From an optimization exercise on the open Yosys and OpenROAD flow, aimed at small area, a short achievable clock period and few clock cycles per item; shortcuts taken in it are not production practice. Only simulation tests tie the RTL to the original design; equivalence was not proved.

## sierra
## cffu_chk
module cffu_chk (
    input  wire        clk,
    input  wire        rst,           
    input  wire        cmd_valid,
    output wire        cmd_ready,
    input  wire        cmd_crc32,     
    input  wire [19:0] cmd_len,       
    input  wire [31:0] cmd_expect,    
    input  wire        in_valid,
    output wire        in_ready,
    input  wire [31:0] in_data,
    output reg         done,
    output wire [31:0] result,
    output reg         match
);
    localparam [31:0] CRC_POLY = 32'hEDB88320;
    reg         cr_q;         
    reg         rdy_q;        
    reg         st_ini;       
    reg         st_run;       
    reg         st_f1;        
    reg         st_f2;        
    reg         st_n;         
    reg         st_inv;       
    reg         st_fin;       
    reg  [4:0]  icnt;         
    reg         empty;        
    reg         alg_crc;
    reg  [1:0]  zpad;         
    reg  [31:0] expect_q;
    reg  [17:0] wcnt;         
    reg         wpart;        
    reg         last1;        
    reg  [31:0] in_q;
    reg         in_v, in_l;
    reg  [9:0]  sw_s;
    reg  [15:0] sw_w;
    reg         sw_v, sw_l;
    reg  [15:0] lo, hi;       
    reg         a16;          
    reg  [1:0]  bh;           
    assign cmd_ready = cr_q;
    assign in_ready  = rdy_q;
    assign result    = {hi, lo};
    wire accept = cmd_valid & cr_q;
    wire take   = in_valid & rdy_q;
    wire [17:0] len_w  = cmd_len[19:2];
    wire        len_p  = |cmd_len[1:0];
    wire        wc0    = (wcnt == 18'd0);
    wire        wc1    = (wcnt == 18'd1);
    wire        wc2    = (wcnt == 18'd2);
    reg [31:0] tmask;
    always @(*) begin
        case (zpad)
            2'd1:    tmask = 32'h00FFFFFF;
  ...
Size in the first run: about 1400 cells after synthesis, roughly 170 flip-flops, ~130 I/O pins.
export LEC_CHECK = 0
export CAP_MARGIN = 20
export CORE_MARGIN = 2
export CORE_UTILIZATION = 40
export SETUP_SLACK_MARGIN = 5
export SLEW_MARGIN = 20
create_clock -name core_clock -period 8.0 [get_ports {clk}]
run.sh (not shown) runs the stock make flow with config.mk's settings and CLKGATE_MAP_FILE= SYNTH_SCRIPT=/design/flow/synth_recipe.tcl, a recipe that flattens the netlist after the stock synthesis.
Testbench counts of sierra, summed over its fixed seeds: cycles 47,024, bytes 184,073.
## Diff of input files: amber against sierra
- ABC_CLOCK_PERIOD_IN_PS newly set to 2500
--- outcome ---
- Between amber and sierra, the difference in routed wire length is negligible.
- Any difference in critical path's largest stage delay between amber and sierra is small enough to ignore.


== build 17 ==
Another version of the RTL of cffu_chk (not shown whole).
export LEC_CHECK = 0
export CAP_MARGIN = 20
export CORE_MARGIN = 2
export CORE_UTILIZATION = 65
export SETUP_SLACK_MARGIN = 5
export SLEW_MARGIN = 20
create_clock -name core_clock -period 8.0 [get_ports {clk}]
standard.sh (not shown) runs the stock make flow with config.mk's settings and CLKGATE_MAP_FILE= SYNTH_SCRIPT=/design/flow/synth_recipe.tcl, a recipe that flattens the netlist after the stock synthesis.
==> flow/flow/run.sh <==
#!/bin/bash
# Standard synthesis, then the combinational logic between the standard
# synthesis's registers is re-mapped by ABC for delay (registers, their names
# and cell types are kept as they are), then the standard layout.
set -euo pipefail
W=$(pwd)
R=$W/orfs/results/$FLOW_PLATFORM/cffu_chk/base
LIB=$FLOW_HOME/platforms/$FLOW_PLATFORM/lib/sky130_fd_sc_hd__tt_025C_1v80.lib

bash standard.sh synth > $W/flow_synth.log 2>&1

cp $R/1_2_yosys.v $W/standard_synth.v
DUARGS=""
for c in $(cat $W/flow/dontuse.txt); do DUARGS="$DUARGS -dont_use $c"; done
sed -e "s#@LIB@#$LIB#g" -e "s#@IN@#$W/standard_synth.v#" -e "s#@OUT@#$W/remapped.v#" \
    -e "s#@SCRIPT@#$W/flow/remap.abc#" -e "s#@DU@#$DUARGS#" $W/flow/remap.ys > $W/remap_run.ys
yosys -l $W/flow_remap.log -q $W/remap_run.ys > /dev/null 2>&1
cp $W/remapped.v $R/1_2_yosys.v
rm -f $R/1_synth.odb $R/1_synth.sdc

bash standard.sh > $W/flow_layout.log 2>&1
Other scripts of this flow, unchanged in this note and not shown: flow/flow/dontuse.txt, flow/flow/remap.abc, flow/flow/remap.ys
No final results exist for build 17, since it was stopped by error GRT-0232 during global routing (5_1_grt).
Testbench counts of build 17, summed over its fixed seeds: cycles 47,128, bytes 184,073.
Setup changes, build 17 to build 83
# build 17
export LEC_CHECK = 0
export CAP_MARGIN = 20
export CORE_MARGIN = 2
export CORE_UTILIZATION = 65
export SETUP_SLACK_MARGIN = 5
export SLEW_MARGIN = 20
create_clock -name core_clock -period 8.0 [get_ports {clk}]
# build 83
export LEC_CHECK = 0
export CAP_MARGIN = 20
export CORE_MARGIN = 2
export CORE_UTILIZATION = 40
export SETUP_SLACK_MARGIN = 5
export SLEW_MARGIN = 20
create_clock -name core_clock -period 8.0 [get_ports {clk}]
Results
No final results exist for build 17, since it was stopped by error GRT-0232 during global routing (5_1_grt).
Build 83 | stages: all done | timing, DRC, antenna: all pass
Build 83 vs. build 17: HPWL after detailed placement moved up; placed instance count moved up; number of gates resized after cts moved up.
On TritonCTS buffer count, build 17 tracks build 83 almost exactly.
Diff build 17 -> build 83: synthesized netlist cell count comparable; initial cell density of the core down 26 points; routability congestion estimate from global placement went down; placement row count picked up an extra 15.
Relative to build 83, the following input files were edited for build 94:
--- a/flow/flow/run.sh
+++ b/flow/flow/run.sh
@@ -3,3 +3,4 @@
 # synthesis's registers is re-mapped by ABC for delay (registers, their names
-# and cell types are kept as they are), then the standard layout.
+# and cell types are kept as they are), then the standard layout with
+# port buffers of our choosing.
 set -euo pipefail
@@ -20,2 +21,5 @@
 
+# port buffers: see flow/ports.tcl
+export DONT_BUFFER_PORTS=1
+export PRE_GLOBAL_PLACE_TCL=$W/flow/ports.tcl
 bash standard.sh > $W/flow_layout.log 2>&1
==> flow/flow/ports.tcl (new file) <==
# Port buffers (one per input and output port, as the standard flow makes):
# small buffers on the inputs, a stronger one on the outputs.
buffer_ports -inputs -buffer_cell sky130_fd_sc_hd__buf_1
buffer_ports -outputs -buffer_cell sky130_fd_sc_hd__buf_2
Notes after the runs:
Sort build 94 and build 83 by wire length, ascending, and build 94 comes first.
Looking at build 94 and build 83, the largest clock skew in the final design is a wash.
Build 94 ended up with a lower initial antenna violation count than build 83 did.
Critical path depth for build 94 is lower than for build 83.
Build 94 ends up with a post-layout instance count excluding filler cells that is 145 lower than in build 83.
Summary — final cell utilization of the core, build 94 relative to build 83: lower, by 3.7 points.


cffu_chk, a different RTL version from the one above (not shown whole).
For scale: ~1600 cells after synthesis, about 130 I/O pins.
## cffu_chk
module cffu_chk (
    input  wire        clk,
    input  wire        rst,           
    input  wire        cmd_valid,
    output wire        cmd_ready,
    input  wire        cmd_crc32,     
    input  wire [19:0] cmd_len,       
    input  wire [31:0] cmd_expect,    
    input  wire        in_valid,
    output wire        in_ready,
    input  wire [31:0] in_data,
    output reg         done,
    output wire [31:0] result,
    output reg         match
);
==> flow/config.mk <==
export PLATFORM = sky130hd
export DESIGN_NAME = cffu_chk
export DESIGN_NICKNAME = cffu_chk
export VERILOG_FILES = /design/flow/design.v
export SDC_FILE = /design/flow/constraint.sdc
export NUM_CORES = 4
export LEC_CHECK = 0
export CAP_MARGIN = 20
export CORE_MARGIN = 2
export CORE_UTILIZATION = 48
export SETUP_SLACK_MARGIN = 5
export SLEW_MARGIN = 20
export TNS_END_PERCENT = 0
==> flow/constraint.sdc <==
create_clock -name core_clock -period 8.0 [get_ports {clk}]
set_input_delay 1.6000 -clock core_clock [delete_from_list [all_inputs] [get_ports {clk}]]
set_output_delay 1.6000 -clock core_clock [all_outputs]
set_load 0.01 [all_outputs]
==> flow/flow/run.sh <==
#!/bin/bash
# Standard synthesis, then the combinational logic between the standard
# synthesis's registers is re-mapped by ABC for delay (registers, their names
# and cell types are kept as they are), then the standard layout with
# port buffers of our choosing.
set -euo pipefail
W=$(pwd)
R=$W/orfs/results/$FLOW_PLATFORM/cffu_chk/base
LIB=$FLOW_HOME/platforms/$FLOW_PLATFORM/lib/sky130_fd_sc_hd__tt_025C_1v80.lib

bash standard.sh synth > $W/flow_synth.log 2>&1

cp $R/1_2_yosys.v $W/standard_synth.v
DUARGS=""
for c in $(cat $W/flow/dontuse.txt); do DUARGS="$DUARGS -dont_use $c"; done
sed -e "s#@LIB@#$LIB#g" -e "s#@IN@#$W/standard_synth.v#" -e "s#@OUT@#$W/remapped.v#" \
    -e "s#@SCRIPT@#$W/flow/remap.abc#" -e "s#@DU@#$DUARGS#" $W/flow/remap.ys > $W/remap_run.ys
yosys -l $W/flow_remap.log -q $W/remap_run.ys > /dev/null 2>&1
cp $W/remapped.v $R/1_2_yosys.v
rm -f $R/1_synth.odb $R/1_synth.sdc

# repair settings, if any
if [[ -f $W/flow/env.sh ]]; then source $W/flow/env.sh; fi
# port buffers: see flow/ports.tcl
export DONT_BUFFER_PORTS=1
export PRE_GLOBAL_PLACE_TCL=$W/flow/ports.tcl
bash standard.sh > $W/flow_layout.log 2>&1
==> flow/flow/env.sh <==
export SETUP_MOVE_SEQUENCE=unbuffer,sizeup,swap,clone
Other scripts of this flow, unchanged in this note and not shown: flow/flow/dontuse.txt, flow/flow/ports.tcl, flow/flow/remap.abc, flow/flow/remap.ys
Testbench counts at the start, summed over its fixed seeds: cycles 47,128, bytes 184,073.
==> next run, changes <==
==> flow/flow/env.sh (replaced) <==
export SETUP_MOVE_SEQUENCE=unbuffer,sizeup,swap,buffer,clone
- CORE_UTILIZATION: 48 -> 50
- TNS_END_PERCENT: 0 -> 5
=>
- The new run went through all stages and came out clean
- setup slack got worse by 13 ps
- synthesized cell count is unchanged
- critical path depth came out lower by 4
- die area decreases by 3.9%
- non-clock buffer count is higher by 15


## rev 12
cffu_chk, a different RTL version from the one above (not shown whole).
Size: ~2400 cells after synthesis, roughly 130 I/O pins.
==> flow/config.mk <==
export PLATFORM = sky130hd
export DESIGN_NAME = cffu_chk
export DESIGN_NICKNAME = cffu_chk
export VERILOG_FILES = /design/flow/design.v
export SDC_FILE = /design/flow/constraint.sdc
export NUM_CORES = 4
export LEC_CHECK = 0
export CAP_MARGIN = 20
export CORE_MARGIN = 2
export CORE_UTILIZATION = 40
export SETUP_SLACK_MARGIN = 5
export SLEW_MARGIN = 20
==> flow/constraint.sdc <==
create_clock -name core_clock -period 8.0 [get_ports {clk}]
set_input_delay 1.6000 -clock core_clock [delete_from_list [all_inputs] [get_ports {clk}]]
set_output_delay 1.6000 -clock core_clock [all_outputs]
set_load 0.01 [all_outputs]
==> flow/flow/run.sh <==
#!/bin/bash
# Standard synthesis, then the combinational logic between the standard
# synthesis's registers is re-mapped by ABC for delay (registers, their names
# and cell types are kept as they are), then the standard layout.
set -euo pipefail
W=$(pwd)
R=$W/orfs/results/$FLOW_PLATFORM/cffu_chk/base
LIB=$FLOW_HOME/platforms/$FLOW_PLATFORM/lib/sky130_fd_sc_hd__tt_025C_1v80.lib

bash standard.sh synth > $W/flow_synth.log 2>&1

cp $R/1_2_yosys.v $W/standard_synth.v
DUARGS=""
for c in $(cat $W/flow/dontuse.txt); do DUARGS="$DUARGS -dont_use $c"; done
sed -e "s#@LIB@#$LIB#g" -e "s#@IN@#$W/standard_synth.v#" -e "s#@OUT@#$W/remapped.v#" \
    -e "s#@SCRIPT@#$W/flow/remap.abc#" -e "s#@DU@#$DUARGS#" $W/flow/remap.ys > $W/remap_run.ys
yosys -l $W/flow_remap.log -q $W/remap_run.ys > /dev/null 2>&1
cp $W/remapped.v $R/1_2_yosys.v
rm -f $R/1_synth.odb $R/1_synth.sdc

bash standard.sh > $W/flow_layout.log 2>&1
==> flow/flow/remap.abc <==
strash; dch; map -D 2000
Other scripts of this flow, unchanged in this note and not shown: flow/flow/dontuse.txt, flow/flow/remap.ys
Rev 12: no failed stages, no open violations at the end
Testbench counts of rev 12, summed over its fixed seeds: cycles 47,128, bytes 184,073.
What rev 13 does differently from rev 12 at the input level:
==> flow/flow/remap.abc <==
strash; dch; map -D 1500; topo; buffer -p; upsize -D 1500; dnsize -D 1500
[summary]
The final layout from rev 13, which completed every stage, passed the timing, DRC and antenna checks at the end of the flow. Between rev 12 and rev 13, y dimension of the die increased. Diff rev 12 -> rev 13: routed via count shows an increase of 15%, largest stage delay on the critical path now sits higher, gate count after technology mapping rose by about 12%, area after synthesis climbed 1700 um^2, flip-flop and latch share of the layout cell area fell by 0.70 points. Rev 13 vs rev 12 — wire length rose 22%. Number of cells traversed by the worst register-to-register path was higher in rev 12 than in rev 13. For rev 13, the highest routed metal layer was met5, unlike rev 12, where it was met4. The growth of design area from synthesis to finish of rev 13 is lower than that of rev 12.


cffu_chk, a different RTL version from the one above (not shown whole).
For scale: about 1,600 cells after synthesis, ~130 I/O pins, roughly 14,000 um2 of cells after synthesis.
==> flow/design.v (excerpt) <==
module cffu_chk (
    input  wire        clk,
    input  wire        rst,           
    input  wire        cmd_valid,
    output wire        cmd_ready,
    input  wire        cmd_crc32,     
    input  wire [19:0] cmd_len,       
    input  wire [31:0] cmd_expect,    
    input  wire        in_valid,
    output wire        in_ready,
    input  wire [31:0] in_data,
    output reg         done,
    output wire [31:0] result,
    output reg         match
);
==> flow/config.mk <==
export PLATFORM = sky130hd
export DESIGN_NAME = cffu_chk
export DESIGN_NICKNAME = cffu_chk
export VERILOG_FILES = /design/flow/design.v
export SDC_FILE = /design/flow/constraint.sdc
export NUM_CORES = 4
export LEC_CHECK = 0
export CAP_MARGIN = 20
export CORE_MARGIN = 2
export CORE_UTILIZATION = 60
export SETUP_SLACK_MARGIN = 5
export SLEW_MARGIN = 20
export TNS_END_PERCENT = 0
==> flow/constraint.sdc <==
create_clock -name core_clock -period 8.0 [get_ports {clk}]
set_input_delay 1.6000 -clock core_clock [delete_from_list [all_inputs] [get_ports {clk}]]
set_output_delay 1.6000 -clock core_clock [all_outputs]
set_load 0.01 [all_outputs]
==> flow/flow/run.sh <==
#!/bin/bash
# Standard synthesis, then the combinational logic between the standard
# synthesis's registers is re-mapped by ABC for delay (registers, their names
# and cell types are kept as they are), then the standard layout with
# port buffers of our choosing.
set -euo pipefail
W=$(pwd)
R=$W/orfs/results/$FLOW_PLATFORM/cffu_chk/base
LIB=$FLOW_HOME/platforms/$FLOW_PLATFORM/lib/sky130_fd_sc_hd__tt_025C_1v80.lib

bash standard.sh synth > $W/flow_synth.log 2>&1

cp $R/1_2_yosys.v $W/standard_synth.v
DUARGS=""
for c in $(cat $W/flow/dontuse.txt); do DUARGS="$DUARGS -dont_use $c"; done
sed -e "s#@LIB@#$LIB#g" -e "s#@IN@#$W/standard_synth.v#" -e "s#@OUT@#$W/remapped.v#" \
    -e "s#@SCRIPT@#$W/flow/remap.abc#" -e "s#@DU@#$DUARGS#" $W/flow/remap.ys > $W/remap_run.ys
yosys -l $W/flow_remap.log -q $W/remap_run.ys > /dev/null 2>&1
cp $W/remapped.v $R/1_2_yosys.v
rm -f $R/1_synth.odb $R/1_synth.sdc

# repair settings, if any
if [[ -f $W/flow/env.sh ]]; then source $W/flow/env.sh; fi
# port buffers: see flow/ports.tcl
export DONT_BUFFER_PORTS=1
export PRE_GLOBAL_PLACE_TCL=$W/flow/ports.tcl
bash standard.sh > $W/flow_layout.log 2>&1
==> flow/flow/remap.abc <==
strash; &get -n; &dch; &nf -D 2000; &put
Other scripts of this flow, unchanged in this note and not shown: flow/flow/dontuse.txt, flow/flow/env.sh, flow/flow/ports.tcl, flow/flow/remap.ys
Testbench counts at the start, summed over its fixed seeds: cycles 47,128, bytes 184,073.
Next try:
==> flow/flow/remap.abc (replaced) <==
strash; &get -n; &dch; &nf -D 1500; &put
- CORE_UTILIZATION: 60 -> 52
Register-to-register slack is better by 0.02 ns.
Routed wire length hardly moves.
Fmax climbs by about 0.66%.
Synthesized cell count stays the same.
Final area drops by about 0.56%.
Utilization drops by 10 points.

-- port drivers added, routing unchanged --
Ports are ideal in the flow. The routed layouts listed here were re-timed in OpenROAD.
Step 1, drivers: a clkbuf_16 drives clk and a buf_2 each remaining input, both assumed.
Step 2 times the ports against the registers' clock, not the clock port: input delays grow and output delays shrink by t, the midpoint of the rising clock arrivals with the driver on.
a / b / c = ideal ports / drivers / drivers and shift; a / b = the first two.
| run | t (ns) | setup slack, ns | worst data-port slew with drivers (ns) |
|---|---|---|---|
| sierra | 0.480 | 2.797 / 2.797 / 2.797 | 0.07 |
| amber | 0.480 | 2.797 / 2.797 / 2.797 | 0.07 |
| build 83 | 0.518 | 4.789 / 4.789 / 4.619 | 0.05 |
| build 94 | 0.524 | 4.641 / 4.641 / 4.641 | 0.29 |
| the first run of note 3 | 0.498 | 4.849 / 4.849 / 4.849 | 0.30 |
| the second run of note 3 | 0.495 | 4.836 / 4.836 / 4.836 | 0.31 |
| rev 12 | 0.510 | 4.572 / 4.572 / 4.572 | 0.05 |
| rev 13 | 0.546 | 4.579 / 4.579 / 4.535 | 0.06 |
| the first run of note 5 | 0.499 | 4.488 / 4.488 / 4.488 | 0.29 |
| the second run of note 5 | 0.489 | 4.511 / 4.511 / 4.511 | 0.30 |
After both steps setup and hold are still met in every run listed. The setup slack of build 83, which loses most, moves by 0.000 ns with the drivers and by -0.170 ns with both steps.
